This is an optimization exercise on Yosys and OpenROAD, whose aim is small area, a short achievable clock period and few clock cycles per item, not a production implementation. Only simulation tests tie the RTL to the original design; equivalence was not proved.

==> job 9136 <==
==> flow/design.v (excerpt) <==
module t32_wsc (
    input  wire        clk,
    input  wire        rst,
    output wire        ready,
    output reg         done,
    input  wire        tick,
    input  wire [15:0] cap_p,
    input  wire [15:0] cap_v,
    output reg         sample_valid,
    output wire [15:0] sample,
    input  wire [1:0]  h_op,
    input  wire [13:0] h_addr,
    input  wire [31:0] h_wdata,
    output reg         h_err,
    output wire [31:0] h_rdata,
    output wire        t_en,
    output wire        t_we,
    output wire [13:0] t_addr,
    output wire [31:0] t_wdata,
    input  wire [31:0] t_rdata
);
clock: 16.5 ns
lec_check: 0
cap_margin: 20
core_margin: 2
core_utilization: 35
slew_margin: 20
run.sh (not shown) runs the stock make flow with config.mk's settings and CLKGATE_MAP_FILE= SYNTH_SCRIPT=/design/flow/synth_recipe.tcl, a recipe that flattens the netlist after the stock synthesis.
==> inputs of job 7098, as changes to job 9136 <==
--- a/flow/design.v
+++ b/flow/design.v
@@ -31,60 +31,57 @@
     reg [15:0] capp, capv;
     reg [15:0] sample_r;
     reg        s_inc;        
     wire [15:0] sample_v = sample_r + {15'd0, s_inc};
     assign sample = sample_v;
+    function [26:0] benc;
+        input [17:0] m;
+        integer i;
+        reg [2:0]  g;
+        reg [18:0] mb;
+        begin
+            mb = {m, 1'b0};
+            for (i = 0; i < 9; i = i + 1) begin
+                g = mb[2*i +: 3];
+                benc[3*i]   = g[0] ^ g[1];
+                benc[3*i+1] = (g == 3'b011) || (g == 3'b100);
+                benc[3*i+2] = g[2] && !(g[1] && g[0]);
+            end
+        end
+    endfunction
     function [66:0] bmac2;
         input [37:0] x;
-        input [17:0] m;
+        input [26:0] e;
         input [66:0] acc;
         integer i;
-        reg [2:0]  g;
         reg [38:0] pp;
         reg [66:0] sum;
-        reg [18:0] mb;
         begin
-            mb  = {m, 1'b0};
             sum = acc + 67'h7ffaaaac000000000;
             for (i = 0; i < 9; i = i + 1) begin
-                g = mb[2*i +: 3];
-                case (g)
-                    3'b001, 3'b010: pp = {x[37], x};
-                    3'b011:         pp = {x, 1'b0};
-                    3'b100:         pp = ~{x, 1'b0};
-                    3'b101, 3'b110: pp = ~{x[37], x};
-                    default:        pp = 39'd0;
-                endcase
+                pp = e[3*i] ? {x[37], x} : e[3*i+1] ? {x, 1'b0} : 39'd0;
+                if (e[3*i+2]) pp = ~pp;
                 sum = sum + ({28'd0, ~pp[38], pp[37:0]} << (2*i))
-                          + ((g[2] && !(g[1] && g[0])) ? (67'd1 << (2*i)) : 67'd0);
+                          + (e[3*i+2] ? (67'd1 << (2*i)) : 67'd0);
             end
             bmac2 = sum;
         end
     endfunction
     function [51:0] bmac1;
         input [32:0] x;
-        input [17:0] m;
+        input [26:0] e;          
         input [51:0] acc;
         integer i;
-        reg [2:0]  g;
         reg [33:0] pp;
         reg [51:0] sum;
-        reg [18:0] mb;
         begin
-            mb  = {m, 1'b0};
             sum = acc + 52'hd555600000000;
             for (i = 0; i < 9; i = i + 1) begin
-                g = mb[2*i +: 3];
-                case (g)
-                    3'b001, 3'b010: pp = {x[32], x};
-                    3'b011:         pp = {x, 1'b0};
-                    3'b100:         pp = ~{x, 1'b0};
-                    3'b101, 3'b110: pp = ~{x[32], x};
-                    default:        pp = 34'd0;
-                endcase
+                pp = e[3*i] ? {x[32], x} : e[3*i+1] ? {x, 1'b0} : 34'd0;
+                if (e[3*i+2]) pp = ~pp;
                 sum = sum + ({18'd0, ~pp[33], pp[32:0]} << (2*i))
-                          + ((g[2] && !(g[1] && g[0])) ? (52'd1 << (2*i)) : 52'd0);
+                          + (e[3*i+2] ? (52'd1 << (2*i)) : 52'd0);
             end
             bmac1 = sum;
         end
     endfunction
     function [27:0] key_of;
@@ -115,21 +112,31 @@
     function [13:0] tgt_code;
         input [15:0] per;
         reg [16:0] per2;
         begin
             per2 = (per < 16'd1536) ? {per, 1'b0} : {1'b0, per};
-            tgt_code = {per == 16'd0, per2 >= 17'd4096, per2[11:0] - 12'd2048};
+            tgt_code = {per == 16'd0, per2 >= 17'd4096, per2[11:0] ^ 12'h800};
+        end
+    endfunction
+    function tgt_lt;
+        input [13:0] tc;
+        input [31:0] f;
+        begin
+            tgt_lt = !tc[12] && (($signed(tc[11:0]) < $signed(f[31:20])) ||
+                                 ((tc[11:0] == f[31:20]) && (f[19:0] != 20'd0)));
         end
     endfunction
     function [31:0] filter_step;
         input [31:0] f;
-        input [13:0] tc;
+        input [14:0] tc;         
+        reg [31:0] t;
+        reg [42:0] sm;
         begin
-            if (tc[13])
-                filter_step = f;
-            else
-                filter_step = smooth32(f, tc[12] ? 32'h7FFFFFFF : {tc[11:0], 20'd0});
+            t  = tc[12] ? 32'h7FFFFFFF : {tc[11:0], 20'd0};
+            sm = {f[31], f, 10'd0} - {{11{f[31]}}, f} + {{11{t[31]}}, t}
+               + (tc[14] ? 43'd1023 : 43'd0);
+            filter_step = tc[13] ? f : sm[41:10];
         end
     endfunction
     localparam [3:0]
         SS_IDLE = 4'd0,
         SS_WM   = 4'd3,
@@ -151,20 +158,24 @@
     reg       fill_v;        
     wire nx_render = !ctrl_div2 || !divph;
     wire nx_play   = nx_render && !ctrl_mute;
     assign ready = (ss == SS_IDLE) && b_ok &&
                    (!nx_render || ((ctrl_mute || ph_ok) && (am_ok || pr == PR_VA)));
-    reg [13:0] tg_p, tg_v;     
+    reg [14:0] tg_p, tg_v;     
+    wire [13:0] tc_p = tgt_code(cap_p - capp);
+    wire [13:0] tc_v = tgt_code(cap_v - capv);
     wire signed [32:0] pdiff = $signed({fpitch[31], fpitch}) - $signed({pofs[31], pofs});
     wire [31:0] pctl_new = (pdiff < 33'sd1) ? 32'd1 : pdiff[31:0];
     wire signed [32:0] vdiff = $signed({fvol[31], fvol}) - $signed({vofs[31], vofs});
     wire signed [32:0] vq    = (vdiff + (vdiff[32] ? 33'sd1023 : 33'sd0)) >>> 10;
     wire [15:0] vctl_new = (vq < 33'sd1)     ? 16'd1 :
                            (vq > 33'sd65535) ? 16'hFFFF : vq[15:0];
-    reg [27:0] pkey;       
+    reg [10:0] pkey;       
+    reg [26:0] pfe;        
     reg [27:0] vkey;       
-    wire [10:0] pidx  = pkey[27:17];
+    wire [10:0] pidx  = pkey;
+    wire [27:0] pkey_new = key_of(pctl_new);
     wire [10:0] pidx1 = (pidx == 11'd2047) ? pidx : pidx + 11'd1;
     wire [9:0]  vidx  = vkey[26:17];
     wire [9:0]  vidx1 = (vidx == 10'd1023) ? vidx : vidx + 10'd1;
     reg        pc_val;
     reg [10:0] pc_tag;
@@ -174,12 +185,12 @@
     reg [9:0]  vc_tag;
     reg [9:0]  vc_a;
     reg [10:0] vc_bma;     
     wire p_hit = pc_val && (pc_tag == pidx);
     wire v_hit = vc_val && (vc_tag == vidx);
-    wire        [51:0] m1  = bmac1(pc_bma, {1'b0, pkey[16:0]},
-                                   {3'b0, pc_a, 17'd0} + {3'b0, phase, 17'd0});
+    reg         [32:0] apb;        
+    wire        [51:0] m1  = bmac1(pc_bma, pfe, {2'b0, apb, 17'd0});
     wire signed [27:0] vmul = $signed({1'b0, vc_a, 17'd0})
                             + $signed({vc_bma, 8'd0}) * $signed({1'b0, vkey[16:8]});
     reg [31:0] phase_n;
     reg [29:0] amp_n;
     reg [26:0] vacc;
@@ -191,13 +202,13 @@
     reg  [16:0] dr;              
     reg  [15:0] yr;              
     wire [11:0] wmask = (ctrl_wlen == 2'd0) ? 12'h3FF :
                         (ctrl_wlen == 2'd1) ? 12'h7FF : 12'hFFF;
     reg signed [37:0] oa;
-    reg signed [17:0] ob;
+    reg        [26:0] obe;       
     reg signed [66:0] oc;
-    wire signed [66:0] m2 = bmac2(oa, ob, oc);
+    wire signed [66:0] m2 = bmac2(oa, obe, oc);
     reg         [7:0] sj_r;      
     wire        shp_inc = m2[66] && (m2[7:0] != 8'd0);
     wire h_wr   = (h_op == 2'd1);
     wire h_rd   = (h_op == 2'd2);
     wire is_reg_rw  = (h_addr <= 14'h0007) && (h_addr != 14'h0001);
@@ -238,11 +249,10 @@
     assign h_rdata = hx & {32{hx_rd}};
     assign t_wdata = hx;
     reg [1:0]  hr_kind;    
     reg st_wm, st_s0, st_s1, st_a2, st_hw, st_hr0;
     reg ps_p, ps_v, ps_f0, ps_f1;
-    reg  [11:0] w1a;             
     wire [11:0] idx_pn = phase_n[31:20] & wmask;
     wire [11:0] idx_ph = phase[31:20] & wmask;
     wire [11:0] w0i  = st_wm ? idx_ph : idx_pn;
     wire [11:0] w1n  = ((st_wm ? phase[31:20] : phase_n[31:20]) + 12'd1) & wmask;
     wire [7:0]  sj   = {~yr[15], yr[14:8]};
@@ -252,11 +262,10 @@
     wire s_mem   = s0_rd || st_s1 || st_hw || st_hr0;
     reg         wc_val;
     reg  [11:0] wc_idx;          
     reg  [11:0] wc_nxt;          
     reg  [15:0] wc_s1;           
-    reg  [11:0] w0a;             
     wire w_req   = (wf == WF_NONE) && (st_wm || (ph_ok && nx_play));
     wire w_same  = wc_val && (st_wm ? (idx_ph == wc_idx) : (idx_pn == wc_idx));
     wire w_near  = wc_val && (st_wm ? (idx_ph == wc_nxt) : (idx_pn == wc_nxt));
     wire w0_go   = w_req && !w_same && !w_near && !s_mem;
     wire w1n_go  = w_req && w_near && !s_mem;
@@ -269,11 +278,11 @@
     wire [13:0] ta =
           ({14{s0_rd}}            & {6'b010100, sj_r})
         | ({14{st_s1}}            & {6'b010100, sj1})
         | ({14{st_hw | st_hr0}}   & ha_r)
         | ({14{w1n_go}}           & {2'b10, w1n})
-        | ({14{w1w_go}}           & {2'b10, w1a})
+        | ({14{w1w_go}}           & {2'b10, wc_nxt})
         | ({14{w0_go}}            & {2'b10, w0i})
         | ({14{f_a}}              & (fv_now ? {4'b0100, vidx} : {3'b001, pidx}))
         | ({14{f_b}}              & (fill_v ? {4'b0100, vidx1} : {3'b001, pidx1}));
     assign t_addr = ta;
     assign t_en   = s_mem || w0_go || w1_go || f_a || f_b;
@@ -346,11 +355,12 @@
             vctl         <= 16'd1;
             capp         <= 16'd0;
             capv         <= 16'd0;
             sample_r     <= 16'd0;
             s_inc        <= 1'b0;
-            pkey         <= 28'd0;
+            pkey         <= 11'd0;
+            pfe          <= 27'd0;
             vkey         <= 28'd0;
             pc_val       <= 1'b0;
             vc_val       <= 1'b0;
             ss           <= SS_IDLE;
             st_wm        <= 1'b0;
@@ -374,10 +384,11 @@
             h_err        <= 1'b0;
             hx_rd        <= 1'b0;
         end else begin
             done         <= 1'b0;
             sample_valid <= 1'b0;
+            apb <= {1'b0, pc_a} + {1'b0, phase};
             ss     <= ss_nx;
             st_wm  <= (ss_nx == SS_WM);
             st_s0  <= (ss_nx == SS_S0);
             st_s1  <= (ss_nx == SS_S1);
             st_a2  <= (ss_nx == SS_A2);
@@ -387,36 +398,36 @@
             ps_v   <= (pr_nx == PR_V);
             ps_f0  <= (pr_nx == PR_F0);
             ps_f1  <= (pr_nx == PR_F1) || (pr_nx == PR_F1B);
             if ((ss == SS_IDLE) || ((ss == SS_WM) && (wf != WF_D))) begin
                 oa <= {18'd0, (ss == SS_IDLE) ? phase_n[19:0] : phase[19:0]};
-                ob <= (wf == WF_1) ? {t_rdata[15], t_rdata[15], t_rdata[15:0]} - {s0r[15], s0r[15], s0r}
-                                   : {dr[16], dr};
+                obe <= benc((wf == WF_1) ? {t_rdata[15], t_rdata[15], t_rdata[15:0]} - {s0r[15], s0r[15], s0r}
+                                         : {dr[16], dr});
                 oc <= {{31{s0r[15]}}, s0r, 20'd0};
             end else if (ss == SS_WM) begin
                 oa <= {m2[36], m2[36:0]};
-                ob <= {5'd0, amp[29:17]};
+                obe <= benc({5'd0, amp[29:17]});
                 oc <= m2[36] ? 67'h1FFFFFFFF : 67'd0;
             end else if (ss == SS_A1) begin
-                ob   <= {1'b0, amp[16:0]};
+                obe  <= benc({1'b0, amp[16:0]});
                 oc   <= {m2[49:0], oa[37] ? 17'h1FFFF : 17'h0};
                 sj_r <= {~m2[48], m2[47:41]};
             end else if (ss == SS_A2) begin
                 oa <= {30'd0, m2[57:50]};
             end else if (ss == SS_S1) begin
                 oc <= {{43{t_rdata[15]}}, t_rdata[15:0], 8'd0};
             end else if (ss == SS_S2) begin
-                ob <= {t_rdata[15], t_rdata[15], t_rdata[15:0]} - {oc[23], oc[23], oc[23:8]};
+                obe <= benc({t_rdata[15], t_rdata[15], t_rdata[15:0]} - {oc[23], oc[23], oc[23:8]});
                 if (!j_ok) sj_r <= sj;
             end
             case (ss)
             SS_IDLE: begin
                 if (acc_tick) begin
                     capp   <= cap_p;
                     capv   <= cap_v;
-                    tg_p   <= tgt_code(cap_p - capp);
-                    tg_v   <= tgt_code(cap_v - capv);
+                    tg_p   <= {tgt_lt(tc_p, fpitch), tc_p};
+                    tg_v   <= {tgt_lt(tc_v, fvol), tc_v};
                     divph  <= ctrl_div2 ? !divph : 1'b0;
                     if (nx_render) begin
                         amp <= (pr == PR_VA) ? amp_upd : amp_n;
                         if (!ctrl_mute) begin
                             phase <= phase_n;
@@ -520,17 +531,20 @@
                 case (wf)
                 WF_NONE: begin
                     if (w_req && w_same) begin
                         wf  <= WF_D;
                     end else if (w1n_go) begin
-                        s0r <= wc_s1;
-                        w0a <= w0i;
-                        wf  <= WF_1;
+                        s0r    <= wc_s1;
+                        wc_idx <= w0i;
+                        wc_nxt <= w1n;
+                        wc_val <= 1'b0;
+                        wf     <= WF_1;
                     end else if (w0_go) begin
-                        w1a <= w1n;
-                        w0a <= w0i;
-                        wf  <= WF_0;
+                        wc_idx <= w0i;
+                        wc_nxt <= w1n;
+                        wc_val <= 1'b0;
+                        wf     <= WF_0;
                     end
                 end
                 WF_0: begin
                     s0r <= t_rdata[15:0];
                     wf  <= w1_go ? WF_1 : WF_S0;
@@ -539,12 +553,10 @@
                     if (w1_go) wf <= WF_1;
                 end
                 WF_1: begin
                     dr     <= {t_rdata[15], t_rdata[15:0]} - {s0r[15], s0r};
                     wc_s1  <= t_rdata[15:0];
-                    wc_idx <= w0a;
-                    wc_nxt <= (w0a + 12'd1) & wmask;
                     wc_val <= 1'b1;
                     wf     <= WF_D;
                 end
                 WF_D: begin
                     if (ss == SS_WM) wf <= WF_NONE;
@@ -567,11 +579,12 @@
                     fvol   <= filter_step(fvol,   tg_v);
                 end
                 PR_B2: begin
                     pctl <= pctl_new;
                     vctl <= vctl_new;
-                    pkey <= key_of(pctl_new);
+                    pkey <= pkey_new[27:17];
+                    pfe  <= benc({1'b0, pkey_new[16:0]});
                     vkey <= key_of({16'd0, vctl_new});
                     b_ok <= 1'b1;
                 end
                 PR_RS: begin
                 end
--- a/flow/config.mk
+++ b/flow/config.mk
@@ -5,7 +5,8 @@
 export SDC_FILE = /design/flow/constraint.sdc
 export NUM_CORES = 4
 export LEC_CHECK = 0
 export CAP_MARGIN = 20
 export CORE_MARGIN = 2
-export CORE_UTILIZATION = 35
+export CORE_UTILIZATION = 60
+export PLACE_DENSITY = 0.7
 export SLEW_MARGIN = 20
==> summary of the runs <==
Against job 9136, the critical path depth of job 7098 is lower by 13. Of job 9136 and job 7098, job 7098 has the higher first-iteration DRC count (gap 22%, measured against job 7098). Clock-buffer cell count: job 7098 is lower than job 9136 (8). Of job 7098 and job 9136, job 9136 has the higher synthesized cell count (gap about 3.2%, measured against job 9136). Core utilization: job 7098 is higher than job 9136 (27 points). Against job 7098, the final cell count of job 9136 is larger by about 15%. Against job 7098, the register-to-register slack of job 9136 is lower by 0.53 ns.
Testbench counts of job 9136, summed over its fixed seeds: cycles 27,767, ticks 5,120.
Testbench counts of job 7098, summed over its fixed seeds: cycles 27,767, ticks 5,120.

==> 05-27: inputs <==
Another version of the RTL of t32_wsc (not shown whole).
Settings: LEC_CHECK=0, CAP_MARGIN=20, CORE_MARGIN=2, CORE_UTILIZATION=35, SLEW_MARGIN=20; clock period 16.5 ns.
==> 04-25: changes against 05-27 <==
--- a/flow/design.v
+++ b/flow/design.v
@@ -114,24 +114,20 @@
     reg [31:0] pc_a;
     reg [32:0] pc_bma;     
     reg        vc_val;
     reg [9:0]  vc_tag;
     reg [9:0]  vc_a;
     reg [10:0] vc_bma;     
     wire p_hit = pc_val && (pc_tag == pidx);
     wire v_hit = vc_val && (vc_tag == vidx);
-    reg         m1_v_r;        
-    wire        m1_v   = m1_v_r;
-    wire signed [32:0] m1a = m1_v ? {{22{vc_bma[10]}}, vc_bma} : pc_bma;
-    wire        [16:0] m1b = m1_v ? vkey[16:0] : pkey[16:0];
-    wire        [31:0] m1c = m1_v ? {22'd0, vc_a} : pc_a;
-    wire        [31:0] m1p = m1_v ? 32'd0 : phase;
-    wire signed [51:0] m1  = $signed({2'b0, m1c, 17'd0}) + $signed({2'b0, m1p, 17'd0})
-                           + m1a * $signed({1'b0, m1b});
+    wire signed [51:0] m1  = $signed({2'b0, pc_a, 17'd0}) + $signed({2'b0, phase, 17'd0})
+                           + $signed(pc_bma) * $signed({1'b0, pkey[16:0]});
+    wire signed [27:0] vmul = $signed({1'b0, vc_a, 17'd0})
+                            + $signed({vc_bma, 8'd0}) * $signed({1'b0, vkey[16:8]});
     reg [31:0] phase_n;
     reg [29:0] amp_n;
     reg [26:0] vacc;
     wire [29:0] amp_tgt = {vacc, 3'b000};
     wire [40:0] amp_sm  = {1'b0, amp, 10'd0} - {11'd0, amp} + {11'd0, amp_tgt}
                         + ((amp_tgt < amp) ? 41'd1023 : 41'd0);
     wire [29:0] amp_upd = amp_sm[39:10];
     reg  [15:0] s0r;             
@@ -186,32 +182,41 @@
     reg [1:0]  hr_kind;    
     reg  [11:0] w1a;             
     wire [11:0] wsrc = (ss == SS_WM) ? phase[31:20] : phase_n[31:20];
     wire [11:0] w0i  = wsrc & wmask;
     wire [11:0] w1n  = (wsrc + 12'd1) & wmask;
     wire [7:0]  sj   = {~yr[15], yr[14:8]};
     wire [7:0]  sj1  = (sj == 8'd255) ? sj : sj + 8'd1;
     wire s_mem   = (ss == SS_S0) || (ss == SS_S1) || (ss == SS_HW) || (ss == SS_HR0);
-    wire w0_go   = (wf == WF_NONE) && !s_mem &&
-                   ((ss == SS_WM) || (ph_ok && nx_play));
-    wire w1_go   = ((wf == WF_0) || (wf == WF_S0)) && !s_mem;
-    wire f_a     = ((pr == PR_F0) || ((pr == PR_P) && !p_hit) || ((pr == PR_V) && !v_hit)) &&
+    reg         wc_val;
+    reg  [11:0] wc_idx;          
+    reg  [15:0] wc_s1;           
+    reg  [11:0] w0a;             
+    wire w_req   = (wf == WF_NONE) && ((ss == SS_WM) || (ph_ok && nx_play));
+    wire w_same  = wc_val && (w0i == wc_idx);
+    wire w_near  = wc_val && (w0i == ((wc_idx + 12'd1) & wmask));
+    wire w0_go   = w_req && !w_same && !w_near && !s_mem;
+    wire w1n_go  = w_req && w_near && !s_mem;
+    wire w1_go   = (((wf == WF_0) || (wf == WF_S0)) && !s_mem) || w1n_go;
+    wire f_a     = ((pr == PR_F0) || ((pr == PR_P) && !(p_hit && v_hit)) || ((pr == PR_V) && !v_hit)) &&
                    !s_mem && !w0_go && !w1_go;
-    wire fv_now  = (pr == PR_V) || ((pr != PR_P) && fill_v);
+    wire fv_now  = (pr == PR_P) ? p_hit : (pr == PR_V) ? 1'b1 : fill_v;
     wire f_b     = ((pr == PR_F1) || (pr == PR_F1B)) && !s_mem && !w0_go && !w1_go;
     reg [13:0] ta;
     always @(*) begin
         case (ss)
             SS_S0:   ta = {6'b010100, sj};
             SS_S1:   ta = {6'b010100, sj1};
             SS_HW,
             SS_HR0:  ta = ha_r;
             default: begin
-                if (w1_go)
+                if (w1n_go)
+                    ta = {2'b10, w1n};
+                else if (w1_go)
                     ta = {2'b10, w1a};
                 else if (f_a)
                     ta = fv_now ? {4'b0100, vidx} : {3'b001, pidx};
                 else if (f_b)
                     ta = fill_v ? {4'b0100, vidx1} : {3'b001, pidx1};
                 else
                     ta = {2'b10, w0i};
             end
@@ -254,17 +259,17 @@
             pr_nx = PR_B1;
         else if (acc_host)
             pr_nx = PR_RS;
         else begin
             case (pr)
                 PR_B1:   pr_nx = PR_B2;
                 PR_B2:   pr_nx = pr_start;
                 PR_RS:   if (ss == SS_IDLE) pr_nx = pr_start;
-                PR_P:    pr_nx = p_hit ? PR_V  : f_a ? PR_F1 : PR_F0;
+                PR_P:    pr_nx = (p_hit && v_hit) ? PR_VA : f_a ? PR_F1 : PR_F0;
                 PR_V:    pr_nx = v_hit ? PR_VA : f_a ? PR_F1 : PR_F0;
                 PR_VA:   pr_nx = PR_DONE;
                 PR_F0:   if (f_a) pr_nx = PR_F1;
                 PR_F1:   pr_nx = f_b ? PR_F2 : PR_F1B;
                 PR_F1B:  if (f_b) pr_nx = PR_F2;
                 PR_F2:   pr_nx = fill_v ? PR_V : PR_P;
                 default: ;
             endcase
@@ -290,18 +295,18 @@
             capv         <= 16'd0;
             sample_r     <= 16'd0;
             pkey         <= 28'd0;
             vkey         <= 28'd0;
             pc_val       <= 1'b0;
             vc_val       <= 1'b0;
             ss           <= SS_IDLE;
             pr           <= PR_RS;
-            m1_v_r       <= 1'b0;
             wf           <= WF_NONE;
+            wc_val       <= 1'b0;
             b_ok         <= 1'b1;
             ph_ok        <= 1'b0;
             am_ok        <= 1'b0;
             done         <= 1'b0;
             sample_valid <= 1'b0;
             h_err        <= 1'b0;
             hx_rd        <= 1'b0;
         end else begin
@@ -425,44 +430,54 @@
             SS_SM: begin
                 sample_r     <= shp;
                 done         <= 1'b1;
                 sample_valid <= 1'b1;
             end
             default: ;
             endcase
             if (acc_host) begin
-                wf <= WF_NONE;
+                wf     <= WF_NONE;
+                wc_val <= 1'b0;
             end else begin
                 case (wf)
                 WF_NONE: begin
-                    if (w0_go) begin
+                    if (w_req && w_same) begin
+                        wf  <= WF_D;
+                    end else if (w1n_go) begin
+                        s0r <= wc_s1;
+                        w0a <= w0i;
+                        wf  <= WF_1;
+                    end else if (w0_go) begin
                         w1a <= w1n;
+                        w0a <= w0i;
                         wf  <= WF_0;
                     end
                 end
                 WF_0: begin
                     s0r <= t_rdata[15:0];
                     wf  <= w1_go ? WF_1 : WF_S0;
                 end
                 WF_S0: begin
                     if (w1_go) wf <= WF_1;
                 end
                 WF_1: begin
-                    dr <= {t_rdata[15], t_rdata[15:0]} - {s0r[15], s0r};
-                    wf <= WF_D;
+                    dr     <= {t_rdata[15], t_rdata[15:0]} - {s0r[15], s0r};
+                    wc_s1  <= t_rdata[15:0];
+                    wc_idx <= w0a;
+                    wc_val <= 1'b1;
+                    wf     <= WF_D;
                 end
                 WF_D: begin
                     if (ss == SS_WM) wf <= WF_NONE;
                 end
                 default: wf <= WF_NONE;
                 endcase
             end
             pr     <= pr_nx;
-            m1_v_r <= (pr_nx == PR_V);
             if (acc_tick) begin
                 b_ok  <= 1'b0;
                 ph_ok <= 1'b0;
                 am_ok <= 1'b0;
             end else if (acc_host) begin
                 ph_ok <= 1'b0;
                 am_ok <= 1'b0;
             end else begin
@@ -479,24 +494,30 @@
                     b_ok <= 1'b1;
                 end
                 PR_RS: begin
                 end
                 PR_P: begin
                     if (p_hit) begin
                         phase_n <= m1[48:17];
                         ph_ok   <= 1'b1;
+                        if (v_hit) begin
+                            vacc <= vmul[26:0];
+                        end else begin
+                            fill_v <= 1'b1;
+                            vc_val <= 1'b0;
+                        end
                     end else begin
                         fill_v <= 1'b0;
                         pc_val <= 1'b0;
                     end
                 end
                 PR_V: begin
                     if (v_hit) begin
-                        vacc <= m1[26:0];
+                        vacc <= vmul[26:0];
                     end else begin
                         fill_v <= 1'b1;
                         vc_val <= 1'b0;
                     end
                 end
                 PR_VA: begin
                     amp_n <= amp_upd;
                     am_ok <= 1'b1;
==> results.txt <==
| metric | 04-25 | 05-27 |
|---|---|---|
| Result of the run | complete, no violations | complete, no violations |
| FF+latch area | 21,600 sq um | 20,600 sq um |
| Adder-cell area share of the yosys netlist | 36.6% | 36.0% |
| Crit path max-delay cell type | sky130_fd_sc_hd__nor3_1 | sky130_fd_sc_hd__edfxtp_1 |
| Via count of the first global-routing pass | 85,644 | 82,961 |
| Post-detailed-route via-to-cell ratio | 5.58 | 5.46 |
| Mean Syn Cell Area | 8.99 sq um | 8.82 sq um |
| Maximum number of pins on one net before global-route repair | 167 | 76 |
| Critical Path Start | ss[0] | ob[4] |
| Post-route core utilization | 38.7% | 38.7% |
| DRT Wirelength | 407,000 microns | 377,000 microns |
| Count of flip-flops with a built-in enable after synthesis | 457 | 425 |
Testbench counts of 05-27, summed over its fixed seeds: cycles 30,781, ticks 5,120.
Testbench counts of 04-25, summed over its fixed seeds: cycles 28,639, ticks 5,120.

==> what the ideal ports hide <==
Ports are ideal in the flow. The routed layouts listed here were re-timed in OpenROAD.
Step 1 assumes that a clkbuf_16 drives the clock port and a buf_2 every other input.
Step 2, shift: input delay + t, output delay - t, t = (earliest + latest rising clock arrival at the registers) / 2. This alone moves slack from input paths to output paths.
a / b / c = ideal / step 1 / step 2; a / b = the first two.
run | t, ns | setup slack, ns | latest minus earliest clock arrival (ns)
job 9136 | 0.896 | 6.407 / 6.407 / 6.407 | 0.057 / 0.056
job 7098 | 0.851 | 6.373 / 6.292 / 6.945 | 0.059 / 0.058
05-27 | 0.834 | 6.009 / 6.009 / 6.009 | 0.066 / 0.065
04-25 | 0.854 | 5.276 / 5.185 / 6.039 | 0.082 / 0.082
After both steps setup and hold are still met in every run listed.
